Background: an optimization exercise with open tools, aiming at small area. Do not read the settings as production practice.
The RTL was checked by simulation tests, not by an equivalence proof against the original design.
Power and IR drop assume default switching activity.

==> inputs of job 1566 <==
==> flow/design.v (excerpt) <==
module camlink (
    input  wire        clk,
    input  wire        rst,          
    input  wire        cmd_valid,
    input  wire [39:0] cmd_word,     
    input  wire        ctrl_we,
    input  wire        ctrl_wdata,   
    output wire        busy,
    input  wire [5:0]  rd_addr,
    output reg  [31:0] rd_data,
    output wire        uart_tx,
    input  wire        uart_rx,
    output wire        img_valid,
    output wire [7:0]  img_data,
    output wire        pkt_done,
    output wire        pkt_ok
);
Settings: LEC_CHECK=0, CAP_MARGIN=20, CORE_MARGIN=2, CORE_UTILIZATION=65, CTS_BUF_LIST=sky130_fd_sc_hd__clkbuf_8, CTS_CLUSTER_DIAMETER=40, CTS_CLUSTER_SIZE=20, SLEW_MARGIN=20; clock period 10.0 ns.
standard.sh (not shown) runs the stock make flow with config.mk's settings and CLKGATE_MAP_FILE= SYNTH_SCRIPT=/design/flow/synth_recipe.tcl, a recipe that flattens the netlist after the stock synthesis.
==> flow/flow/run.sh <==
#!/bin/bash
# Layout flow: the standard flow (standard.sh) with two changes.
#  1. After the standard synthesis, its combinational logic is mapped again
#     with area-oriented ABC scripts (flow/reopt.tcl, flow/abc_*.abc); the
#     smallest result is kept. Every register keeps its cell, its name and
#     its connections; only the gates between registers and ports change.
#  2. The buffers ORFS puts on every input and output port use the
#     smallest buffer cell (buf_1).
# Each tool's output goes to a log file of its own in this folder.
set -euo pipefail
export BUFFER_PORTS_ARGS="-buffer_cell sky130_fd_sc_hd__buf_1"
R=orfs/results/${FLOW_PLATFORM}/camlink/base

bash standard.sh synth > standard_synth.log 2>&1

cp $R/1_2_yosys.v $R/1_2_yosys_standard.v
export LIB=${FLOW_HOME}/platforms/${FLOW_PLATFORM}/lib/sky130_fd_sc_hd__tt_025C_1v80.lib
export NETIN=$PWD/$R/1_2_yosys_standard.v
export DONTUSE="$(grep -A60 'DONT_USE_CELLS +=' ${FLOW_HOME}/platforms/${FLOW_PLATFORM}/config.mk | grep -o 'sky130_fd_sc_hd__[a-z0-9_]*' | tr '\n' ' ')"
std_area=$(grep 'Chip area' orfs/reports/${FLOW_PLATFORM}/camlink/base/synth_stat.txt | awk '{print $NF}')
best=""; best_area=""
for s in flow/abc_*.abc; do
  n=$(basename $s .abc)
  export ABCSCRIPT=$PWD/$s NETOUT=$PWD/$R/1_2_yosys_$n.v STATOUT=$PWD/reopt_stat_$n.txt
  if yosys -c flow/reopt.tcl > reopt_$n.log 2>&1; then
    a=$(grep 'Chip area' $STATOUT | awk '{print $NF}')
    echo "$n $a" >> reopt_areas.log
    # sanity: a mapping far smaller than the standard one is not trusted
    if awk -v a="$a" -v s="$std_area" 'BEGIN{exit !(a < 0.8*s)}'; then continue; fi
    if [[ -z "$best" ]] || awk -v a="$a" -v b="$best_area" 'BEGIN{exit !(a<b)}'; then best=$NETOUT; best_area=$a; fi
  fi
done
echo "chosen $best $best_area" >> reopt_areas.log
# the re-mapped netlist replaces the synthesis result; make rebuilds 1_synth.odb from it
if [[ -n "$best" ]]; then
  sleep 1
  cp $best $R/1_2_yosys.v
fi

bash standard.sh > standard.log 2>&1
grep -h "RSZ-002[78]" orfs/logs/*/*/*/3_3_place_gp.log > port_buffers.log 2>&1 || true
==> flow/flow/abc_a1.abc <==
strash
&get -n
&fraig -x
&put
scorr
dc2
strash
&get -n
&dch -f
&nf -R 1000
&put
==> flow/flow/abc_b2.abc <==
strash
&get -n
&fraig -x
&st
&syn2
&dch -f
&nf -R 1000
&st
&synch2
&nf -R 1000
&st
&dch -f
&nf -R 1000
&put
==> flow/flow/abc_b4.abc <==
strash
&get -n
&fraig -x
&st
&dc2
&syn2
&dch -f
&nf -R 1000
&st
&syn2
&dch -f
&nf -R 1000
&put
==> flow/flow/abc_c3.abc <==
strash
&get -n
&fraig -x
&st
&syn2
&dch -f
&nf -R 1000
&put
mfs2 -W 4
&get -n
&st
&dch -f
&nf -R 1000
&put
==> flow/flow/abc_c4.abc <==
strash
ifraig
dc2
dch -f
&get -n
&st
&syn4
&dch -f
&nf -R 1000
&st
&synch2
&nf -R 1000
&st
&syn2
&dch -f
&nf -R 1000
&put
==> flow/flow/reopt.tcl <==
# Re-map the combinational logic of the standard synthesis for area.
# Registers (and tie cells) are kept as they are: same cells, same names.
yosys -import
set lib $::env(LIB)
set in  $::env(NETIN)
set out $::env(NETOUT)
read_liberty -ignore_miss_func $lib
read_verilog $in
hierarchy -top camlink
setattr -mod -set keep_hierarchy 1 sky130_fd_sc_hd__*df* sky130_fd_sc_hd__conb_1
flatten
opt_clean
set du {}
foreach c $::env(DONTUSE) { lappend du -dont_use $c }
abc -liberty $lib -script $::env(ABCSCRIPT) {*}$du
opt_clean -purge
hilomap -singleton -hicell sky130_fd_sc_hd__conb_1 HI -locell sky130_fd_sc_hd__conb_1 LO
insbuf -buf sky130_fd_sc_hd__buf_1 A X
splitnets
opt_clean -purge
select camlink
tee -o $::env(STATOUT) stat -liberty $lib
write_verilog -noattr -nohex -nodec -selected $out
==> job 5817 (differences from job 1566) <==
--- a/flow/design.v
+++ b/flow/design.v
@@ -56,28 +56,30 @@
     reg [15:0] idx;
     reg [26:0] buf_len;
     reg [15:0] skip_count;
     reg [7:0]  ck;
     reg [7:0]  txck;         
     reg [2:0]  opc_c;
     reg [31:0] pw;           
     reg [7:0]  rb [0:12];
+    reg [1:0]  xkind;        
     reg [2:0]  pkt_err;
     reg [2:0]  nbaud;
     reg [1:0]  npkt;
     reg        tov;          
     reg        tpv;          
     reg        upv;          
     reg        rbv;          
     reg [2:0]  ph;
     reg        pay, trl;     
     reg [11:0] pos;          
+    reg [3:0]  bitn;
     reg [10:0] cnt;
-    reg [9:0]  shreg;        
+    reg [8:0]  shreg;
     reg [31:0] tmr;
     reg [7:0]  sh [0:12];    
     integer i;
     function [31:0] f_inc(input [31:0] x);      
         integer k;
         reg c;
         begin
             c = 1'b1;
@@ -133,17 +135,18 @@
     wire [11:0] ps     = {pkt_sel == 2'd3, pkt_sel == 2'd2, pkt_sel == 2'd1, pkt_sel == 2'd0, 8'd0};
     wire [11:0] psm1   = {1'b0, pkt_sel == 2'd3, pkt_sel[1], pkt_sel != 2'd0, 8'hFF};
     wire [11:0] tb_mod = total_bytes[11:0] & psm1;
     wire        tb_z   = (tb_mod == 12'd0);
     wire [11:0] llast  = tb_z ? ps : tb_mod;
     wire        last_pkt = (idx == packet_count);
     wire [11:0] plen   = last_pkt ? llast : ps;
     wire [11:0] ln13   = tb_z ? (ps | 12'd13) : f_add12(tb_mod, 12'd13);
-    wire [11:0] rx_need = !enc ? 12'd0 : upl_p ? ln13 : 12'd13;
+    wire [11:0] rx_need = (xkind == 2'd0) ? 12'd0 :
+                          (xkind == 2'd1) ? 12'd13 : ln13;
     wire        add_ps = !last_pkt || tb_z;
     reg  [26:0] buf_next;
     always @(*) begin : bl_add
         integer k;
         reg c;
         c = 1'b0;
         for (k = 0; k < 27; k = k + 1) begin
             if (k >= 8 && k <= 11)
@@ -154,16 +157,17 @@
                 buf_next[k] = buf_len[k] ^ c;
             c = c & buf_len[k];
         end
     end
     wire [7:0]  rbyte    = shreg[8:1];
     wire        is_upl   = (op == OP_UPLOAD);
     wire [10:0] cnt_dec  = f_dec({21'd0, cnt});
     wire [11:0] pos_dec  = f_dec({20'd0, pos});
+    wire [3:0]  bitn_dec = f_dec({28'd0, bitn});
     wire [31:0] tmr_dec  = f_dec(tmr);
     wire [15:0] skip_inc = f_inc({16'd0, skip_count});
     wire [15:0] idx_inc  = f_inc({16'd0, idx});
     wire [7:0]  ck_add   = f_add12({4'd0, ck}, {4'd0, rbyte});
     reg [7:0] fbyte;
     always @(*) begin
         case (pos[3:0])
             4'd12: fbyte = 8'h7E;
@@ -221,17 +225,17 @@
         for (k = 15; k >= 0; k = k - 1) begin
             if (!m[k]) c_gt750 = c_gt750 | (eq & c_w[k]);
             eq = eq & (c_w[k] == m[k]);
         end
     end
     wire c_badparam = (c_code == OP_AUTOFOCUS) &&
                       ((c_a[1:0] == 2'd3) || ((c_a[1:0] == 2'd2) && c_gt750));
     wire cnt_z    = (cnt == 11'd0);
-    wire rx_byte  = (ph == PH_RX) && cnt_z && shreg[0];
+    wire rx_byte  = (ph == PH_RX) && cnt_z && (bitn == 4'd0);
     wire rx_final = rx_byte && trl && !pos[0];
     wire rx_on    = (ph == PH_HUNT) || (ph == PH_RX);
     always @(posedge clk) begin
         if (ph == PH_HUNT)
             cnt <= div_half;
         else if (ph == PH_TXL || cnt_z)
             cnt <= div_full;
         else
@@ -243,16 +247,17 @@
             sstate       <= ST_DISC;
             op           <= 4'd0;
             err          <= E_OK;
             rxck         <= 1'b0;
             baud_sel     <= 3'd4;
             pkt_sel      <= 2'd2;
             cap_valid    <= 1'b0;
             opc_c        <= OC_NONE;
+            xkind        <= 2'd0;
             pkt_err      <= E_OK;
             nbaud        <= 3'd4;
             npkt         <= 2'd2;
             tov          <= 1'b0;
             tpv          <= 1'b0;
             upv          <= 1'b0;
             rbv          <= 1'b0;
             ph           <= PH_IDLE;
@@ -284,101 +289,110 @@
                             cap_valid <= 1'b0;
                             sstate    <= ST_DISC;
                         end
                         OP_CONFIGURE: begin
                             nbaud <= c_a;
                             npkt  <= c_w[1:0];
                             opc_c <= OC_CONFIG;
                             pw    <= {5'd0, c_a, 6'd0, c_w[1:0], 16'd0};
+                            xkind <= 2'd1;
                             ph    <= PH_TXL;
                         end
                         OP_GETVERSION: begin
                             opc_c <= OC_GETVERSION;
                             pw    <= 32'd0;
+                            xkind <= 2'd1;
                             ph    <= PH_TXL;
                         end
                         OP_AUTOFOCUS: begin
                             opc_c <= OC_AUTOFOCUS;
                             pw    <= {6'd0, c_a[1:0], (c_a[1:0] == 2'd2) ? c_w[15:0] : 16'd0, 8'd0};
+                            xkind <= 2'd1;
                             ph    <= PH_TXL;
                         end
                         OP_CAPTURE: begin
                             cap_valid <= 1'b0;
                             buf_len   <= 27'd0;
                             opc_c <= OC_CAPTURE;
                             pw    <= c_w;
+                            xkind <= 2'd1;
                             ph    <= PH_TXL;
                         end
                         OP_UPLOAD: begin
                             buf_len    <= 27'd0;
                             skip_count <= 16'd0;
                             pkt_err    <= E_OK;
                             upv        <= 1'b1;
                             if (packet_count != 16'd0) begin
                                 idx   <= 16'd1;
                                 opc_c <= OC_UPLOAD;
+                                xkind <= 2'd2;
                                 ph    <= PH_TXL;
                             end else begin
                                 idx <= 16'd0;
                                 err <= (total_bytes == 24'd0) ? E_OK : E_INCOMPLETE;
                             end
                         end
                         OP_RESET: begin
                             nbaud <= 3'd4;
                             npkt  <= 2'd2;
                             opc_c <= OC_CONFIG;
                             pw    <= {8'd4, 8'd2, 16'd0};
+                            xkind <= 2'd1;
                             ph    <= PH_TXL;
                         end
                         default: ;
                         endcase
                     end
                 end
             end
             PH_TXL: begin
-                shreg <= {1'b1, fbyte, 1'b0};      
+                shreg <= {fbyte, 1'b0};
+                bitn  <= 4'd9;
                 ph    <= PH_TX;
                 if (pos[3:0] == 4'd12) ck <= 8'd0;
                 if (pos[3:0] == 4'd1)  txck <= ck;
             end
             PH_TX: begin
                 if (cnt_z) begin
-                    if (shreg[9:1] == 9'd0) begin
+                    if (bitn == 4'd0) begin
                         if (pos[3:0] == 4'd0) begin
                             ph   <= PH_HUNT;
                             pos  <= 12'd10;
                             pay  <= 1'b0;
                             trl  <= 1'b0;
                             ck   <= 8'd0;
                         end else begin
                             pos <= pos_dec;
                             ph  <= PH_TXL;
                         end
                     end else begin
-                        if (shreg[9] && pos[3:0] != 4'd12 && pos[3:0] != 4'd1 && pos[3:0] != 4'd0)
+                        if (bitn == 4'd9 && pos[3:0] != 4'd12 && pos[3:0] != 4'd1 && pos[3:0] != 4'd0)
                             ck <= ck_add;
-                        shreg <= {1'b0, shreg[9:1]};
+                        shreg <= {1'b1, shreg[8:1]};
+                        bitn  <= bitn_dec;
                     end
                 end
             end
             PH_HUNT, PH_RX: begin
                 if (ph == PH_HUNT) begin
                     if (!uart_rx) begin
                         ph   <= PH_RX;
-                        shreg <= 10'b10_0000_0000;   
+                        bitn <= 4'd9;
                     end
                 end else if (!cnt_z) begin
-                end else if (shreg[9]) begin
+                end else if (bitn == 4'd9) begin
                     if (uart_rx)
                         ph <= PH_HUNT;               
                     else
-                        shreg <= 10'b01_0000_0000;   
-                end else if (!shreg[0]) begin
-                    shreg <= {1'b0, uart_rx, shreg[8:1]};
+                        bitn <= 4'd8;
+                end else if (bitn != 4'd0) begin
+                    shreg <= {uart_rx, shreg[8:1]};
+                    bitn  <= bitn_dec;
                 end else begin
                     ph <= PH_HUNT;
                     if (trl) begin
                         if (pos[0]) begin
                             sh[11] <= rbyte;
                             pos    <= pos_dec;
                         end else begin
                             sh[12] <= rbyte;
==> flow/flow/run.sh (replaced) <==
#!/bin/bash
# Layout flow: the standard flow (standard.sh) with two changes.
#  1. After the standard synthesis, its combinational logic is mapped again
#     with an area-oriented ABC script (flow/reopt.tcl, flow/area.abc).
#     Every register keeps its cell, its name and its connections to the
#     clock; only the gates between registers and ports are re-mapped.
#  2. The buffers ORFS puts on every input and output port use the
#     smallest buffer cell (buf_1).
# Each tool's output goes to a log file of its own in this folder.
set -euo pipefail
export BUFFER_PORTS_ARGS="-buffer_cell sky130_fd_sc_hd__buf_1"
R=orfs/results/${FLOW_PLATFORM}/camlink/base

bash standard.sh synth > standard_synth.log 2>&1

cp $R/1_2_yosys.v $R/1_2_yosys_standard.v
export LIB=${FLOW_HOME}/platforms/${FLOW_PLATFORM}/lib/sky130_fd_sc_hd__tt_025C_1v80.lib
export NETIN=$PWD/$R/1_2_yosys_standard.v
export NETOUT=$PWD/$R/1_2_yosys_reopt.v
export ABCSCRIPT=$PWD/flow/area.abc
export STATOUT=$PWD/reopt_stat.txt
export DONTUSE="$(grep -A60 'DONT_USE_CELLS +=' ${FLOW_HOME}/platforms/${FLOW_PLATFORM}/config.mk | grep -o 'sky130_fd_sc_hd__[a-z0-9_]*' | tr '\n' ' ')"
yosys -c flow/reopt.tcl > reopt.log 2>&1
# the re-mapped netlist replaces the synthesis result; make rebuilds 1_synth.odb from it
sleep 1
cp $NETOUT $R/1_2_yosys.v

bash standard.sh > standard.log 2>&1
grep -h "RSZ-002[78]" orfs/logs/*/*/*/3_3_place_gp.log > port_buffers.log 2>&1 || true
==> flow/flow/area.abc (new file) <==
strash
&get -n
&fraig -x
&st
&syn2
&dch -f
&nf -R 1000
&st
&synch2
&nf -R 1000
&put
removed: flow/flow/abc_a1.abc
removed: flow/flow/abc_b2.abc
removed: flow/flow/abc_b4.abc
removed: flow/flow/abc_c3.abc
removed: flow/flow/abc_c4.abc
==> results.txt <==
Register-to-register slack: job 1566 is worse than job 5817 (1700 ps).
Against job 1566, the clock power of job 5817 is higher by about 3%.
In job 1566 the critical path depth is higher than in job 5817, by 10.
Against job 5817, the synthesized cell count of job 1566 is smaller by about 1.7%.
Between job 1566 and job 5817, the lower die area is in job 1566 (gap 1.8%, measured against job 5817).
Job 5817 passed the timing, design-rule and antenna checks. Job 1566 completed with no timing, DRC or antenna violations.
In job 5817 the via count is lower than in job 1566, by 1.3%.
In job 5817 the total power is larger than in job 1566, by about 6%.
Between job 5817 and job 1566, the lower combinational power is in job 1566 (gap about 20%, measured against job 1566).
Worst hold slack: job 5817 is better than job 1566 (7.4 ps).
Of job 1566 and job 5817, job 5817 has the higher final cell count (gap 1.0%, measured against job 5817).
In job 5817 the sequential share of layout area is lower than in job 1566, by 0.27 points.
==> figures <==
Outcome: job 1566 complete, no violations; job 5817 complete, no violations
Count of placed standard cells in the final layout, fillers left out: job 1566 2602; job 5817 2629
Gate Count Post-Synth: job 1566 1917; job 5817 1950
Most common cell on crit path: job 1566 or3_1; job 5817 buf_1
Multi-input gate count: job 1566 1399; job 5817 1417
Comb. pwr: job 1566 895 µW; job 5817 1.04 mW
Die H: job 1566 188 µm; job 5817 190 µm
Routed WL per cell: job 1566 32.5 µm; job 5817 31.5 µm
Mapped Area: job 1566 22100 µm²; job 5817 22500 µm²
Register area: job 1566 13900 µm²; job 5817 14000 µm²
Non-clock buffer total of the final layout: job 1566 143; job 5817 135
Detail-routed via count per cell: job 1566 7.49; job 5817 7.32
Worst setup path endpoint: job 1566 ph[2]; job 5817 rd_data[7]
Worst setup startpoint: job 1566 tmr[2]; job 5817 rd_addr[4]
Worst-Skew Late Latency: job 1566 690 ps; job 5817 710 ps
Buf+Inv Stages, Crit Path: job 1566 0; job 5817 3
Number of well-tap cells placed: job 1566 448; job 5817 455
Net count after synthesis: job 1566 1969; job 5817 2002
Clock tree cell share of total cell area: job 1566 4.99%; job 5817 4.99%
Half-perimeter wire length of the detailed placement result: job 1566 60400 µm; job 5817 59600 µm
Inverter count: job 1566 22; job 5817 32
Gpl congestion: job 1566 1.05; job 5817 1.10
Seq_cells: job 1566 488; job 5817 493

separate check: timing with driven ports:
Ports are ideal in the flow. The routed layouts listed here were re-timed in OpenROAD. Step 1 (the two cells are an assumption about what drives the block):
set clk [get_ports {clk}]
set_driving_cell -lib_cell sky130_fd_sc_hd__clkbuf_16 $clk
set_driving_cell -lib_cell sky130_fd_sc_hd__buf_2 [delete_from_list [all_inputs] $clk]
Step 2 also shifts input and output timing later by t, the mid clock arrival at the registers, as if the neighbouring blocks saw the same clock. Slacks: ideal / step 1 / step 2; pairs: ideal / step 1.
run | t (ns) | slack for setup (ns) | pins driven straight from the clock port
job 1566 | 0.726 | 1.640 / 1.640 / 1.640 | 1
job 5817 | 0.730 | 2.528 / 2.462 / 2.462 | 1
After both steps every run listed still meets setup and hold. The setup slack of job 5817, which loses most, moves by -0.066 ns with the drivers and by -0.066 ns with both steps.
